From an optimization exercise on the open Yosys and OpenROAD flow, aimed at small area, a short achievable clock period and few clock cycles per item; shortcuts taken in it are not production practice.
No activity file was given, so power comes from the tool's default toggle rates.

==> flow/design.v <==
module s16_decoder (
    input  wire        clk,
    input  wire        rst,         
    input  wire        in_valid,
    output wire        in_ready,
    input  wire [31:0] in_word,
    input  wire        in_first,    
    input  wire [15:0] in_len,      
    output reg         out_valid,
    input  wire        out_ready,
    output reg  [27:0] out_value,
    output reg         out_last
);
    function automatic [4:0] width_from_end(input [3:0] s, input [4:0] l);
        begin
            case (s)
                0:  width_from_end = 1;
                1:  width_from_end = (l < 14) ? 1 : 2;
                2:  width_from_end = (l < 7) ? 1 : (l < 14) ? 2 : 1;
                3:  width_from_end = (l < 7) ? 2 : 1;
                4:  width_from_end = 2;
                5:  width_from_end = (l < 8) ? 3 : 4;
                6:  width_from_end = (l < 3) ? 3 : (l < 7) ? 4 : 3;
                7:  width_from_end = 4;
                8:  width_from_end = (l < 2) ? 4 : 5;
                9:  width_from_end = (l < 4) ? 5 : 4;
                10: width_from_end = (l < 2) ? 5 : 6;
                11: width_from_end = (l < 3) ? 6 : 5;
                12: width_from_end = 7;
                13: width_from_end = (l < 2) ? 9 : 10;
                14: width_from_end = 14;
                default: width_from_end = 28;
            endcase
        end
    endfunction
    function automatic [4:0] first_width(input [3:0] s);
        begin
            case (s)
                0, 2, 3: first_width = 1;
                1, 4:    first_width = 2;
                6:       first_width = 3;
                5, 7, 9: first_width = 4;
                8, 11:   first_width = 5;
                10:      first_width = 6;
                12:      first_width = 7;
                13:      first_width = 10;
                14:      first_width = 14;
                default: first_width = 28;
            endcase
        end
    endfunction
    function automatic [4:0] slots_less_one(input [3:0] s);
        begin
            case (s)
                0:  slots_less_one = 27;
                1, 2, 3: slots_less_one = 20;
                4:  slots_less_one = 13;
                5:  slots_less_one = 8;
                6:  slots_less_one = 7;
                7:  slots_less_one = 6;
                8, 9: slots_less_one = 5;
                10, 11: slots_less_one = 4;
                12: slots_less_one = 3;
                13: slots_less_one = 2;
                14: slots_less_one = 1;
                default: slots_less_one = 0;
            endcase
        end
    endfunction
    function automatic [4:0] slots_less_two(input [3:0] s);
        begin
            case (s)
                0:  slots_less_two = 26;
                1, 2, 3: slots_less_two = 19;
                4:  slots_less_two = 12;
                5:  slots_less_two = 7;
                6:  slots_less_two = 6;
                7:  slots_less_two = 5;
                8, 9: slots_less_two = 4;
                10, 11: slots_less_two = 3;
                12: slots_less_two = 2;
                13: slots_less_two = 1;
                default: slots_less_two = 0;
            endcase
        end
    endfunction
    reg        busy;      
    reg [27:0] data;      
    reg [3:0]  wp;        
    reg [3:0]  sel;       
    reg [4:0]  left;      
    reg [15:0] rc;        
    reg        fresh;
    wire [3:0] in_sel = in_word[31:28];
    wire [4:0] wb = width_from_end(sel, left);    
    wire [4:0] wa = first_width(in_sel);
    wire out_free = !out_valid || out_ready;
    assign in_ready = !busy;
    wire accept = in_valid && !busy;
    wire go     = out_free && (busy || in_valid);
    wire load   = accept && in_first;
    wire [27:0] sh1 = wp[0] ? {data[27],    data[27:1]} : data;
    wire [27:0] sh2 = wp[1] ? {sh1[27:26],  sh1[27:2]}  : sh1;
    wire [27:0] sh4 = wp[2] ? {sh2[27:24],  sh2[27:4]}  : sh2;
    wire [27:0] t   = wp[3] ? {sh4[27:18],  sh4[25:8]}  : sh4;
    wire [27:0] src = busy ? t : in_word[27:0];
    wire [27:0] ma  = ~(28'hfffffff << wa);
    wire [27:0] mb  = ~(28'hfffffff << wb);
    wire [27:0] v   = ({28{busy}} & mb & t) | ({28{!busy}} & ma & in_word[27:0]);
    wire rc_one   = fresh ? (rc == 16'd1) : (rc == 16'd2);
    wire list_end = load ? (in_len == 16'd1) : rc_one;
    wire word_end = list_end || (busy ? (left == 5'd0) : (in_sel == 4'd15));
    always @(posedge clk) begin
        if (rst) begin
            busy      <= 1'b0;
            out_valid <= 1'b0;
        end else begin
            if (out_ready)
                out_valid <= 1'b0;
            if (go) begin
                out_valid <= 1'b1;
                busy      <= !word_end;
            end else if (accept) begin
                busy      <= 1'b1;
            end
        end
        if (go) begin
            out_value <= v;
            out_last  <= list_end;
        end
        if (!busy || go)
            data <= src;
        if (!busy) begin
            sel  <= in_sel;
            wp   <= go ? wa[3:0] : 4'd0;
            left <= go ? slots_less_two(in_sel) : slots_less_one(in_sel);
        end else if (go) begin
            wp   <= wb[3:0];
            left <= left - 5'd1;
        end
        if (load)
            rc <= in_len;
        else if (go && !fresh)
            rc <= rc - 16'd1;
        if (go)
            fresh <= 1'b0;
        else if (load)
            fresh <= 1'b1;
    end
endmodule
clock: 8.0 ns
lec_check: 0
cap_margin: 20
core_margin: 2
core_utilization: 65
slew_margin: 20
standard.sh (not shown) runs the stock make flow with config.mk's settings and CLKGATE_MAP_FILE= SYNTH_SCRIPT=/design/flow/synth_recipe.tcl, a recipe that flattens the netlist after the stock synthesis.
==> flow/flow/run.sh <==
#!/bin/bash
set -euo pipefail
bash standard.sh \
  "BUFFER_PORTS_ARGS=-buffer_cell sky130_fd_sc_hd__buf_1" \
  "SETUP_SLACK_MARGIN=5.35" \
  "CTS_ARGS=-sink_clustering_enable -repair_clock_nets -buf_list sky130_fd_sc_hd__clkbuf_8 -sink_clustering_size 30 -dont_use_dummy_load" \
  finish > standard.log 2>&1
Edit:
--- a/flow/design.v
+++ b/flow/design.v
@@ -104,8 +104,7 @@
     wire [27:0] sh4 = wp[2] ? {sh2[27:24],  sh2[27:4]}  : sh2;
     wire [27:0] t   = wp[3] ? {sh4[27:18],  sh4[25:8]}  : sh4;
-    wire [27:0] src = busy ? t : in_word[27:0];
-    wire [27:0] ma  = ~(28'hfffffff << wa);
-    wire [27:0] mb  = ~(28'hfffffff << wb);
-    wire [27:0] v   = ({28{busy}} & mb & t) | ({28{!busy}} & ma & in_word[27:0]);
+    wire [27:0] src = busy ? t  : in_word[27:0];
+    wire [4:0]  wn  = busy ? wb : wa;
+    wire [27:0] v   = src & ~(28'hfffffff << wn);
     wire rc_one   = fresh ? (rc == 16'd1) : (rc == 16'd2);
     wire list_end = load ? (in_len == 16'd1) : rc_one;
The changed run went through all stages and came out clean.
Sequential share of layout area climbs by 1.3 points.
First-iteration DRC count decreases by about 30%.
Clock power barely changes.
Non-clock buffer count fell by 5.
Clock skew stays flat.
Fmax climbs by 4.3%.
No functional check of the RTL was part of any run of this note.

## what the ideal ports hide
The flow's constraints put no driver on any port. The routed layouts listed below were extracted and timed again, unchanged, in two steps. Step 1 sets driving cells, clkbuf_16 on the clock port and buf_2 on the other inputs (assumed; they add their load-dependent delay and slew). Step 2, shift: input delay + t, output delay - t, t = (earliest + latest rising clock arrival at the registers) / 2. This alone moves slack from input paths to output paths. a / b / c = no drivers / after step 1 / after step 2; a / b = the first two.
| run | shift t [ns] | setup slack, ns | worst data-port slew with drivers (ns) |
|---|---|---|---|
| the first run | 0.387 | 4.899 / 4.871 / 4.485 | 0.06 |
| the second run | 0.384 | 5.026 / 4.998 / 4.614 | 0.06 |
After both steps every run listed still meets setup and hold. For the first run, which loses most, drivers alone change the setup slack by -0.028 ns; drivers and shift together by -0.414 ns.
